This design comes from an exercise in tuning for small area, a short achievable clock period and few clock cycles per item on the open sky130 flow, not from production work.

Setup of nickel:
==> flow/design.v <==
module fds_decoder (
    input  wire        clk,
    input  wire        rst,           
    input  wire [7:0]  cfg_q_t0,      
    input  wire [7:0]  cfg_q_t1,      
    input  wire [7:0]  cfg_q_t2,      
    input  wire [7:0]  cfg_q_t3,      
    input  wire [15:0] cfg_min_gap,   
    input  wire        in_valid,
    output wire        in_ready,
    input  wire [7:0]  in_data,
    output reg         out_valid,
    input  wire        out_ready,
    output reg  [1:0]  out_kind,
    output wire [31:0] out_data,
    output wire [31:0] out_pos
);
    localparam [1:0] K_DATA     = 2'd0;
    localparam [1:0] K_BLOCK_OK = 2'd1;
    localparam [1:0] K_BAD_CRC  = 2'd2;
    localparam [1:0] K_MISMATCH = 2'd3;
    localparam [1:0] P_TYPE = 2'd0, P_DATA = 2'd1, P_CRCLO = 2'd2, P_CRCHI = 2'd3;
    localparam [15:0] CRC_START = 16'h8080;
    function [15:0] crc_bit;
        input [15:0] reg_in;
        input        b;
        reg   [16:0] r;
        begin
            r = {b, reg_in};
            if (r[0]) r = r ^ 17'h10810;
            crc_bit = r[16:1];
        end
    endfunction
    function lt8;
        input [7:0] a;
        input [7:0] b;
        integer i;
        reg r;
        begin
            r = 1'b0;
            for (i = 0; i < 8; i = i + 1)
                r = (!a[i] && b[i]) || (!(a[i] ^ b[i]) && r);
            lt8 = r;
        end
    endfunction
    wire lt0 = lt8(in_data, cfg_q_t0);
    wire lt1 = lt8(in_data, cfg_q_t1);
    wire lt2 = lt8(in_data, cfg_q_t2);
    wire lt3 = lt8(in_data, cfg_q_t3);
    wire [1:0] sym_in = {lt0 || (!lt1 && !lt2), lt0 || (!lt1 && (lt2 || !lt3))};
    reg       q_v0;           
    reg       q_nf;           
    reg [1:0] q_e0, q_e1;     
    reg       q_wp, q_rp;     
    assign in_ready = q_nf;
    reg  end_p;               
    wire push = in_valid && q_nf;
    wire can  = !end_p && (!out_valid || out_ready);
    wire pop  = q_v0 && can;
    wire [1:0] s = q_rp ? q_e1 : q_e0;
    always @(posedge clk) begin
        if (push && !q_wp) q_e0 <= sym_in;
        if (push &&  q_wp) q_e1 <= sym_in;
        if (rst) begin
            q_v0 <= 1'b0;
            q_nf <= 1'b1;
            q_wp <= 1'b0;
            q_rp <= 1'b0;
        end else begin
            q_v0 <= push || !q_nf || (q_v0 && !pop);
            q_nf <= !((!q_nf && !pop) || (q_v0 && push && !pop));
            if (push) q_wp <= !q_wp;
            if (pop)  q_rp <= !q_rp;
        end
    end
    reg        in_block;
    reg        prev;          
    reg [1:0]  phase;         
    reg [2:0]  bitcnt;        
    reg [15:0] cnt;           
    reg [7:0]  sr;            
    reg [7:0]  ob;            
    reg [15:0] crc;
    reg [2:0]  exp_type;      
    reg [15:0] size;
    reg [31:0] pos;           
    reg [31:0] e_pos;         
    reg r_end;                
    reg r_mis;
    wire mismatch = r_mis;
    wire two  = prev && (s[0] ^ s[1]);
    wire b0   = prev ? (s == 2'd0) : (s == 2'd1);
    wire b1   = s[1] && !s[0];
    wire npr  = two ? b1 : b0;
    wire cnt_z = (cnt == 16'd0);
    wire cnt_1 = (cnt == 16'd1);
    wire last_bit = (phase == P_CRCHI) && (bitcnt == 3'd7);
    wire take2 = two && !last_bit;
    wire done0 = (bitcnt == 3'd7);
    wire done1 = take2 && (bitcnt == 3'd6);
    wire bdone = done0 || done1;
    wire g0 = !phase[1];
    wire g1 = done0 ? ((phase == P_TYPE && !cnt_z) || (phase == P_DATA && !cnt_1)) : !phase[1];
    wire [15:0] crc1 = crc_bit(crc, b0 & g0);
    wire [15:0] crc2 = crc_bit(crc1, b1 & g1);
    wire [15:0] crc_n = take2 ? crc2 : crc1;
    wire [7:0]  sr_n = take2 ? {b1, b0, sr[7:2]} : {b0, sr[7:1]};
    wire [7:0]  byte_n = done1 ? {b1, b0, sr[7:2]} : {b0, sr[7:1]};
    wire        mis1 = ({b1, b0, sr[7:2]} != {5'd0, exp_type});
    wire        mis0 = ({b0, sr[7:1]} != {5'd0, exp_type});
    wire        mis_n = done1 ? mis1 : mis0;
    reg [15:0] blk_cnt;
    always @* begin
        case (exp_type[1:0])
            2'd1: blk_cnt = 16'd55;
            2'd2: blk_cnt = 16'd1;
            2'd3: blk_cnt = 16'd15;
            default: blk_cnt = size;
        endcase
    end
    wire [15:0] cnt_dec = cnt - 16'd1;
    always @(posedge clk) begin
        if (pop) begin
            if (!in_block) begin
                prev   <= 1'b1;
                phase  <= P_TYPE;
                bitcnt <= 3'd0;
                crc    <= CRC_START;
                e_pos  <= pos;
                if (s == 2'd1 && cnt_z) begin
                    in_block <= 1'b1;
                    cnt      <= blk_cnt;
                end else if (s == 2'd0) begin
                    if (!cnt_z) cnt <= cnt_dec;
                end else begin
                    cnt <= cfg_min_gap;
                end
            end else begin
                prev   <= npr;
                sr     <= sr_n;
                crc    <= crc_n;
                bitcnt <= bitcnt + {1'b0, take2, !take2};
                if (bdone) begin
                    if (phase != P_CRCHI) ob <= byte_n;
                    case (phase)
                        P_TYPE: phase <= cnt_z ? P_CRCLO : P_DATA;
                        P_DATA: begin
                            cnt <= cnt_dec;
                            if (cnt_1) phase <= P_CRCLO;
                            if (!mismatch && exp_type[1:0] == 2'd3 && cnt[15:2] == 14'd0 && cnt[1])
                                size <= {byte_n, size[15:8]};
                        end
                        P_CRCLO: phase <= P_CRCHI;
                        default: begin
                            in_block <= 1'b0;
                            cnt      <= cfg_min_gap;
                            if (!mismatch)
                                exp_type <= exp_type[2] ? 3'd3 : exp_type + 3'd1;
                        end
                    endcase
                end
            end
        end
        if (rst) begin
            in_block <= 1'b0;
            cnt      <= cfg_min_gap;
            exp_type <= 3'd1;
        end
    end
    always @(posedge clk) begin
        if (rst)
            pos <= 32'd0;
        else if (pop)
            pos <= pos + 32'd1;
    end
    wire rec_n = pop && in_block && bdone &&
                 (phase == P_TYPE || (phase == P_DATA && !mismatch) ||
                  (phase == P_CRCHI && !mismatch));
    wire end_n = rec_n && (phase == P_CRCHI);
    always @(posedge clk) begin
        if (rst) begin
            out_valid <= 1'b0;
            end_p     <= 1'b0;
        end else begin
            end_p <= end_n;
            if ((rec_n && !end_n) || end_p)
                out_valid <= 1'b1;
            else if (out_ready)
                out_valid <= 1'b0;
        end
        if (rec_n) begin
            r_end <= end_n;
            r_mis <= (phase == P_TYPE) && mis_n;
            out_kind <= (phase == P_TYPE && mis_n) ? K_MISMATCH : K_DATA;
        end
        if (end_p)
            out_kind <= ({sr, ob} == crc) ? K_BLOCK_OK : K_BAD_CRC;
    end
    assign out_data[7:0]   = r_end ? crc[7:0] : ob;
    assign out_data[15:8]  = ({8{r_end}} & crc[15:8]) | ({8{r_mis}} & {5'd0, exp_type});
    assign out_data[31:16] = {16{r_end}} & {sr, ob};
    assign out_pos = e_pos;
endmodule
Settings: LEC_CHECK=0, CAP_MARGIN=20, CORE_MARGIN=2, CORE_UTILIZATION=40, CTS_BUF_LIST=sky130_fd_sc_hd__clkbuf_4 sky130_fd_sc_hd__clkbuf_8, CTS_CLUSTER_DIAMETER=60, CTS_CLUSTER_SIZE=30, SLEW_MARGIN=20; clock period 10.0 ns.
standard.sh (not shown) runs the stock make flow with config.mk's settings and CLKGATE_MAP_FILE= SYNTH_SCRIPT=/design/flow/synth_recipe.tcl, a recipe that flattens the netlist after the stock synthesis.
==> flow/flow/run.sh <==
#!/bin/bash
set -euo pipefail
bash standard.sh \
  "BUFFER_PORTS_ARGS=-buffer_cell sky130_fd_sc_hd__buf_1" \
  "SETUP_SLACK_MARGIN=${FLOW_SETUP_MARGIN:-6.5}" \
  finish > standard_finish.log 2>&1
The inputs of zinc differ from those of nickel as listed below.
--- a/flow/design.v
+++ b/flow/design.v
@@ -48,42 +48,38 @@
     wire lt2 = lt8(in_data, cfg_q_t2);
     wire lt3 = lt8(in_data, cfg_q_t3);
     wire [1:0] sym_in = {lt0 || (!lt1 && !lt2), lt0 || (!lt1 && (lt2 || !lt3))};
     reg       q_v0;           
     reg       q_nf;           
-    reg [1:0] q_e0, q_e1;     
-    reg       q_wp, q_rp;     
+    reg [1:0] q_s0, q_s1;     
     assign in_ready = q_nf;
     reg  end_p;               
     wire push = in_valid && q_nf;
     wire can  = !end_p && (!out_valid || out_ready);
     wire pop  = q_v0 && can;
-    wire [1:0] s = q_rp ? q_e1 : q_e0;
-    always @(posedge clk) begin
-        if (push && !q_wp) q_e0 <= sym_in;
-        if (push &&  q_wp) q_e1 <= sym_in;
+    wire [1:0] s = q_s0;
+    always @(posedge clk) begin
+        if (!q_v0 || (pop && q_nf)) q_s0 <= sym_in;
+        else if (pop)               q_s0 <= q_s1;
+        if (q_nf)                   q_s1 <= sym_in;
         if (rst) begin
             q_v0 <= 1'b0;
             q_nf <= 1'b1;
-            q_wp <= 1'b0;
-            q_rp <= 1'b0;
         end else begin
             q_v0 <= push || !q_nf || (q_v0 && !pop);
             q_nf <= !((!q_nf && !pop) || (q_v0 && push && !pop));
-            if (push) q_wp <= !q_wp;
-            if (pop)  q_rp <= !q_rp;
         end
     end
     reg        in_block;
     reg        prev;          
     reg [1:0]  phase;         
     reg [2:0]  bitcnt;        
     reg [15:0] cnt;           
     reg [7:0]  sr;            
     reg [7:0]  ob;            
     reg [15:0] crc;
-    reg [2:0]  exp_type;      
+    reg [1:0]  stage;         
     reg [15:0] size;
     reg [31:0] pos;           
     reg [31:0] e_pos;         
     reg r_end;                
     reg r_mis;
@@ -104,19 +100,20 @@
     wire [15:0] crc1 = crc_bit(crc, b0 & g0);
     wire [15:0] crc2 = crc_bit(crc1, b1 & g1);
     wire [15:0] crc_n = take2 ? crc2 : crc1;
     wire [7:0]  sr_n = take2 ? {b1, b0, sr[7:2]} : {b0, sr[7:1]};
     wire [7:0]  byte_n = done1 ? {b1, b0, sr[7:2]} : {b0, sr[7:1]};
-    wire        mis1 = ({b1, b0, sr[7:2]} != {5'd0, exp_type});
-    wire        mis0 = ({b0, sr[7:1]} != {5'd0, exp_type});
+    wire [7:0]  exp_type = {5'd0, stage == 2'd3, stage[0] ^ stage[1], !stage[0]};
+    wire        mis1 = ({b1, b0, sr[7:2]} != exp_type);
+    wire        mis0 = ({b0, sr[7:1]} != exp_type);
     wire        mis_n = done1 ? mis1 : mis0;
     reg [15:0] blk_cnt;
     always @* begin
-        case (exp_type[1:0])
-            2'd1: blk_cnt = 16'd55;
-            2'd2: blk_cnt = 16'd1;
-            2'd3: blk_cnt = 16'd15;
+        case (stage)
+            2'd0: blk_cnt = 16'd55;
+            2'd1: blk_cnt = 16'd1;
+            2'd2: blk_cnt = 16'd15;
             default: blk_cnt = size;
         endcase
     end
     wire [15:0] cnt_dec = cnt - 16'd1;
     always @(posedge clk) begin
@@ -145,28 +142,28 @@
                     case (phase)
                         P_TYPE: phase <= cnt_z ? P_CRCLO : P_DATA;
                         P_DATA: begin
                             cnt <= cnt_dec;
                             if (cnt_1) phase <= P_CRCLO;
-                            if (!mismatch && exp_type[1:0] == 2'd3 && cnt[15:2] == 14'd0 && cnt[1])
+                            if (!mismatch && stage == 2'd2 && cnt[15:2] == 14'd0 && cnt[1])
                                 size <= {byte_n, size[15:8]};
                         end
                         P_CRCLO: phase <= P_CRCHI;
                         default: begin
                             in_block <= 1'b0;
                             cnt      <= cfg_min_gap;
                             if (!mismatch)
-                                exp_type <= exp_type[2] ? 3'd3 : exp_type + 3'd1;
+                                stage <= (stage == 2'd3) ? 2'd2 : stage + 2'd1;
                         end
                     endcase
                 end
             end
         end
         if (rst) begin
             in_block <= 1'b0;
             cnt      <= cfg_min_gap;
-            exp_type <= 3'd1;
+            stage    <= 2'd0;
         end
     end
     always @(posedge clk) begin
         if (rst)
             pos <= 32'd0;
@@ -195,9 +192,9 @@
         end
         if (end_p)
             out_kind <= ({sr, ob} == crc) ? K_BLOCK_OK : K_BAD_CRC;
     end
     assign out_data[7:0]   = r_end ? crc[7:0] : ob;
-    assign out_data[15:8]  = ({8{r_end}} & crc[15:8]) | ({8{r_mis}} & {5'd0, exp_type});
+    assign out_data[15:8]  = ({8{r_end}} & crc[15:8]) | ({8{r_mis}} & exp_type);
     assign out_data[31:16] = {16{r_end}} & {sr, ob};
     assign out_pos = e_pos;
 endmodule
Findings:
- Synthesis-stage register bit count for zinc is lower than for nickel.
- Sort zinc and nickel by initial core utilization, descending, and nickel comes first.
- Against nickel, zinc comes in 32 lower on multi-input combinational gate total.
- Compared with nickel, in zinc total wire length after detailed routing shows a reduction of about 4%; pre-CTS setup slack shows a reduction of 330 ps.
- nickel vs zinc, capture point of the critical path: out_data[1] vs out_data[9]
- Summary: with nickel as the reference, area of all placed cells without fillers in zinc moved down slightly.
No run of this note included a check of the RTL's function; only the layout flow was run.

## static timing again, ports no longer ideal
Ports are ideal in the flow. The routed layouts listed here were re-timed in OpenROAD.
Step 1, drivers: a clkbuf_16 drives clk and a buf_2 each remaining input, both assumed.
Step 2 times the ports against the registers' clock, not the clock port: input delays grow and output delays shrink by t, the midpoint of the rising clock arrivals with the driver on.
Three values: no drivers, after step 1, after step 2; two values: the first two.
run | t, ns | slack for setup (ns) | latest minus earliest clock arrival (ns) | worst data-port slew with drivers (ns)
nickel | 0.485 | 6.513 / 6.476 / 6.166 | 0.014 / 0.014 | 0.04
zinc | 0.495 | 6.353 / 6.312 / 6.095 | 0.021 / 0.021 | 0.05
After both steps setup and hold are still met in every run listed. For nickel, which loses most, drivers alone change the setup slack by -0.037 ns; drivers and shift together by -0.347 ns.
